What follows belongs to an exercise in optimizing a design on an open flow for small area; a production flow would make more cautious choices.
In this exercise RTL edits were held to simulation tests only and were not proved equivalent to the original.
Power figures rest on the tool's default switching activity, not on a simulated workload.

Setup of zinc:
==> flow/design.v (excerpt) <==
module slink_engine (
    input  wire         clk,
    input  wire         rst,           
    input  wire [31:0]  now,           
    input  wire         ev_valid,
    input  wire         ev_level,      
    input  wire [31:0]  ev_tick,
    input  wire         dec_en,
    input  wire         send_valid,
    input  wire [5:0]   send_len,
    input  wire [255:0] send_str,
    input  wire         hw_fail,
    output wire         tx,
    output reg          req_done,
    output reg  [1:0]   req_result,    
    output reg          send_ok,
    output reg          rx_byte_valid,
    output wire [7:0]   rx_byte,
    output reg          rx_stray_valid,
    output wire [2:0]   rx_stray_n,
    output reg          rx_frame_end
);
    localparam       Q_GROUPS = 67;
    localparam [1:0] TX_IDLE  = 2'b00;
    localparam [1:0] TX_GUARD = 2'b01;
    localparam [1:0] TX_SPACE = 2'b10;
    localparam [1:0] TX_MARK  = 2'b11;
    localparam [14:0] TM_END   = 15'h0001;
    localparam [14:0] TM_2400  = 15'h0b57;
    localparam [14:0] TM_600   = 15'h7e99;
    localparam [14:0] TM_1200  = 15'h1f5c;
  ...
==> flow/config.mk <==
export PLATFORM = sky130hd
export DESIGN_NAME = slink_engine
export DESIGN_NICKNAME = slink_engine
export VERILOG_FILES = /design/flow/design.v
export SDC_FILE = /design/flow/constraint.sdc
export NUM_CORES = 4
export LEC_CHECK = 0
export CAP_MARGIN = 20
export CORE_MARGIN = 2
export CORE_UTILIZATION = 40
export SLEW_MARGIN = 20
==> flow/constraint.sdc <==
create_clock -name core_clock -period 20.0 [get_ports {clk}]
set_input_delay 4.0000 -clock core_clock [delete_from_list [all_inputs] [get_ports {clk}]]
set_output_delay 4.0000 -clock core_clock [all_outputs]
set_load 0.01 [all_outputs]
run.sh (not shown) runs the stock make flow with config.mk's settings and CLKGATE_MAP_FILE= SYNTH_SCRIPT=/design/flow/synth_recipe.tcl, a recipe that flattens the netlist after the stock synthesis.
zinc: PASS, flow complete, no timing, DRC or antenna violations
Inputs modified between zinc and maple:
==> flow/flow/run.sh (new file) <==
#!/bin/bash
# The standard layout, with two changes: the port buffers are the smallest
# buffer cell, and CTS inserts no dummy loads.
set -euo pipefail
bash standard.sh \
  "BUFFER_PORTS_ARGS=-buffer_cell sky130_fd_sc_hd__buf_1" \
  "CTS_ARGS=-sink_clustering_enable -repair_clock_nets -dont_use_dummy_load" \
  finish > standard.log 2>&1
==> flow/standard.sh (new file) <==
#!/bin/bash
# synth_recipe.tcl (not shown) runs the flow's synth.tcl, then flattens the netlist and writes it again
# the make line also repeats each setting of config.mk as NAME=value (left out here)
make -C /OpenROAD-flow-scripts/flow DESIGN_CONFIG=/design/flow/config.mk WORK_HOME=/design/flow/orfs CLKGATE_MAP_FILE= SYNTH_SCRIPT=/design/flow/synth_recipe.tcl "${@:-finish}"
removed: flow/run.sh
maple leaves less setup margin than zinc. Compared with zinc, maple shows a lower number of clock buffers in the layout. The count of hold buffers inserted by post-cts repair was comparable across maple and zinc. Number of buffers other than clock buffers in the final layout, maple and zinc: lower on maple. Side by side, relative contribution of the clock network to total power turned out lower in maple than in zinc. Relative to zinc, largest net degree at the start of global routing has increased by about 6% in maple. maple vs. zinc: initial core utilization was more or less identical; initial antenna violation count went up by 3; share of async-settable or async-resettable flops after synthesis was more or less identical.

========
slink_engine, a different RTL version from the one above (not shown whole).
For scale: roughly 2000 cells after synthesis, about 590 flip-flops, about 350 I/O pins.
Settings: LEC_CHECK=0, CAP_MARGIN=20, CORE_MARGIN=2, CORE_UTILIZATION=40, SLEW_MARGIN=20; clock period 20.0 ns.
standard.sh (not shown) runs the stock make flow with config.mk's settings and CLKGATE_MAP_FILE= SYNTH_SCRIPT=/design/flow/synth_recipe.tcl, a recipe that flattens the netlist after the stock synthesis.
==> flow/flow/run.sh <==
#!/bin/bash
# The standard layout (standard.sh, with the standard flow's own synthesis script), with
# these changes:
# - synthesis maps the logic with ABC for area (flow/abc_area.script:
#   rounds of choice computation and area-oriented mapping) in place of
#   ORFS's delay-oriented script; everything else in synthesis, and so every
#   register, is as in the standard synthesis;
# - the port buffers are the smallest buffer cell;
# - CTS uses clkbuf_8 only, larger sink clusters and no dummy loads;
# - the floorplan step removes synthesis buffers instead of sizing up gates
#   against the unplaced, unbuffered netlist.
# Each step's full output is in synth.log / layout.log here, and ORFS's own
# logs under orfs/logs.
set -euo pipefail
work=$(pwd)
rm -rf "$work/abc_scripts"
cp -r "$FLOW_HOME/scripts" "$work/abc_scripts"
cp "$work/flow/abc_area.script" "$work/abc_scripts/abc_speed.script"
bash standard.sh "SCRIPTS_DIR=$work/abc_scripts" synth > synth.log 2>&1
bash standard.sh \
  "BUFFER_PORTS_ARGS=-buffer_cell sky130_fd_sc_hd__buf_1" \
  "CTS_ARGS=-sink_clustering_enable -repair_clock_nets -dont_use_dummy_load -buf_list sky130_fd_sc_hd__clkbuf_8 -sink_clustering_size 18 -sink_clustering_max_diameter 70" \
  REMOVE_ABC_BUFFERS=1 \
  finish > layout.log 2>&1
==> flow/flow/abc_area.script <==
strash
dch -f
map -a
strash
dch -f
map -a
strash
dch -f
map -a
strash
dch -f
amap -F 2 -m
strash
dch -f
amap -F 2 -m
topo
The first run ran to the end with no violations.
==> next run, changes <==
--- a/flow/flow/run.sh
+++ b/flow/flow/run.sh
@@ -2,5 +2,5 @@
 # The standard layout (standard.sh, with the standard flow's own synthesis script), with
 # these changes:
-# - synthesis maps the logic with ABC for area (flow/abc_area.script:
+# - synthesis maps the logic with ABC for area (flow/abc_area.script: three
 #   rounds of choice computation and area-oriented mapping) in place of
 #   ORFS's delay-oriented script; everything else in synthesis, and so every
@@ -20,5 +20,5 @@
 bash standard.sh \
   "BUFFER_PORTS_ARGS=-buffer_cell sky130_fd_sc_hd__buf_1" \
-  "CTS_ARGS=-sink_clustering_enable -repair_clock_nets -dont_use_dummy_load -buf_list sky130_fd_sc_hd__clkbuf_8 -sink_clustering_size 18 -sink_clustering_max_diameter 70" \
+  "CTS_ARGS=-sink_clustering_enable -repair_clock_nets -dont_use_dummy_load -buf_list sky130_fd_sc_hd__clkbuf_8 -sink_clustering_size 16 -sink_clustering_max_diameter 60" \
   REMOVE_ABC_BUFFERS=1 \
   finish > layout.log 2>&1
==> flow/flow/abc_area.script (replaced) <==
strash
dch -f
map -a
strash
dch -f
map -a
strash
dch -f
map -a
topo
Maximum frequency rises by 1.1%.
Clock power increases by 6.1%.
Power hardly moves.
Cell area came out higher by 1.8%.
Combinational power goes down by about 4%.
Routed wire length is higher by 2.4%.
Clock skew shrinks by 0.0073 ns.
Sequential power stays flat.
Via count went up by 4.4%.
Setup slack gains 0.20 ns.
Register-to-register slack is better by 0.23 ns.
==> next run, changes <==
==> flow/flow/run.sh (replaced) <==
#!/bin/bash
# The standard layout (standard.sh, with the standard flow's own synthesis), with these
# changes: the port buffers are the smallest buffer cell; CTS uses one
# clock buffer size, larger sink clusters and no dummy loads; and the
# floorplan step removes synthesis buffers instead of sizing up gates
# against the unplaced, unbuffered netlist.
set -euo pipefail
bash standard.sh \
  "BUFFER_PORTS_ARGS=-buffer_cell sky130_fd_sc_hd__buf_1" \
  "CTS_ARGS=-sink_clustering_enable -repair_clock_nets -dont_use_dummy_load -buf_list sky130_fd_sc_hd__clkbuf_8 -sink_clustering_size 16 -sink_clustering_max_diameter 60" \
  REMOVE_ABC_BUFFERS=1 \
  finish > standard.log 2>&1
removed: flow/flow/abc_area.script
Utilization came out lower by 0.61 points.
Synthesized cell count came out lower by 11%.
Clock power is about the same.
Die area came out higher by 4.7%.
Cell area came out higher by 3.0%.
Power came out lower by 7.7%.
Maximum frequency came out higher by 2.1%.
Clock-buffer cell count came out higher by 1.
Combinational power came out lower by 39%.
Hold slack is worse by 0.0047 ns.
==> next run, changes <==
==> flow/flow/run.sh (replaced) <==
#!/bin/bash
# The standard layout (standard.sh, with the standard flow's own synthesis script), with
# these changes:
# - synthesis maps the logic with ABC for area (flow/abc_area.script:
#   rounds of choice computation and area-oriented mapping) in place of
#   ORFS's delay-oriented script; everything else in synthesis, and so every
#   register, is as in the standard synthesis;
# - the port buffers are the smallest buffer cell;
# - CTS uses clkbuf_8 only, larger sink clusters and no dummy loads;
# - the floorplan step removes synthesis buffers instead of sizing up gates
#   against the unplaced, unbuffered netlist.
# Each step's full output is in synth.log / layout.log here, and ORFS's own
# logs under orfs/logs.
set -euo pipefail
work=$(pwd)
rm -rf "$work/abc_scripts"
cp -r "$FLOW_HOME/scripts" "$work/abc_scripts"
cp "$work/flow/abc_area.script" "$work/abc_scripts/abc_speed.script"
bash standard.sh "SCRIPTS_DIR=$work/abc_scripts" synth > synth.log 2>&1
bash standard.sh \
  "BUFFER_PORTS_ARGS=-buffer_cell sky130_fd_sc_hd__buf_1" \
  "CTS_ARGS=-sink_clustering_enable -repair_clock_nets -dont_use_dummy_load -buf_list sky130_fd_sc_hd__clkbuf_8 -sink_clustering_size 16 -sink_clustering_max_diameter 60" \
  REMOVE_ABC_BUFFERS=1 CORE_UTILIZATION=60 PLACE_DENSITY=0.7 \
  finish > layout.log 2>&1
==> flow/flow/abc_area.script (new file) <==
strash
dch -f
map -a
strash
dch -f
map -a
strash
dch -f
map -a
strash
dch -f
amap -F 2 -m
strash
dch -f
amap -F 2 -m
topo
=>
- routed wire length is higher by about 2.5%
- sequential power increases by about 4%
- non-clock buffer count is higher by 10
- first-iteration DRC count came out higher by 41%
- core utilization grows by 22 points
- worst setup slack gets worse by 0.62 ns
- die area drops by 37%
- register-to-register slack got worse by 0.62 ns
- flip-flop and latch count stays the same
- global-route usage is higher by 11 points
- power went up by 8.5%

[port drivers added, routing unchanged]
No port has a modelled driver above. Below, the same layouts with a new extraction and two added sets of constraints. Step 1 (the two cells are an assumption about what drives the block):
set clk [get_ports {clk}]
set_driving_cell -lib_cell sky130_fd_sc_hd__clkbuf_16 $clk
set_driving_cell -lib_cell sky130_fd_sc_hd__buf_2 [delete_from_list [all_inputs] $clk]
Step 2 adds t to the input delays and takes it off the output delays; t is the mean of the earliest and latest rising clock arrival at the registers after step 1. Input paths then give back, and output paths get back, about the clock's delay inside the block. Three values: no drivers, after step 1, after step 2; two values: the first two.
run	t (ns)	setup WS [ns]	slew at the worst register clock pin (ns)	worst data-port slew with drivers (ns)
zinc	0.656	2.709 / 2.747 / 2.091	0.06 / 0.06	0.11
maple	0.667	2.405 / 2.442 / 1.775	0.06 / 0.06	0.10
the first run of note 2	0.685	1.336 / 1.364 / 0.679	0.12 / 0.12	0.09
the second run of note 2	0.686	1.539 / 1.564 / 0.878	0.11 / 0.11	0.08
the third run of note 2	0.696	1.921 / 1.952 / 1.256	0.10 / 0.10	0.08
the fourth run of note 2	0.674	1.298 / 1.327 / 0.653	0.10 / 0.10	0.12
After both steps every run listed still meets setup and hold. The setup slack of the third run of note 2, which loses most, moves by +0.031 ns with the drivers and by -0.665 ns with both steps.
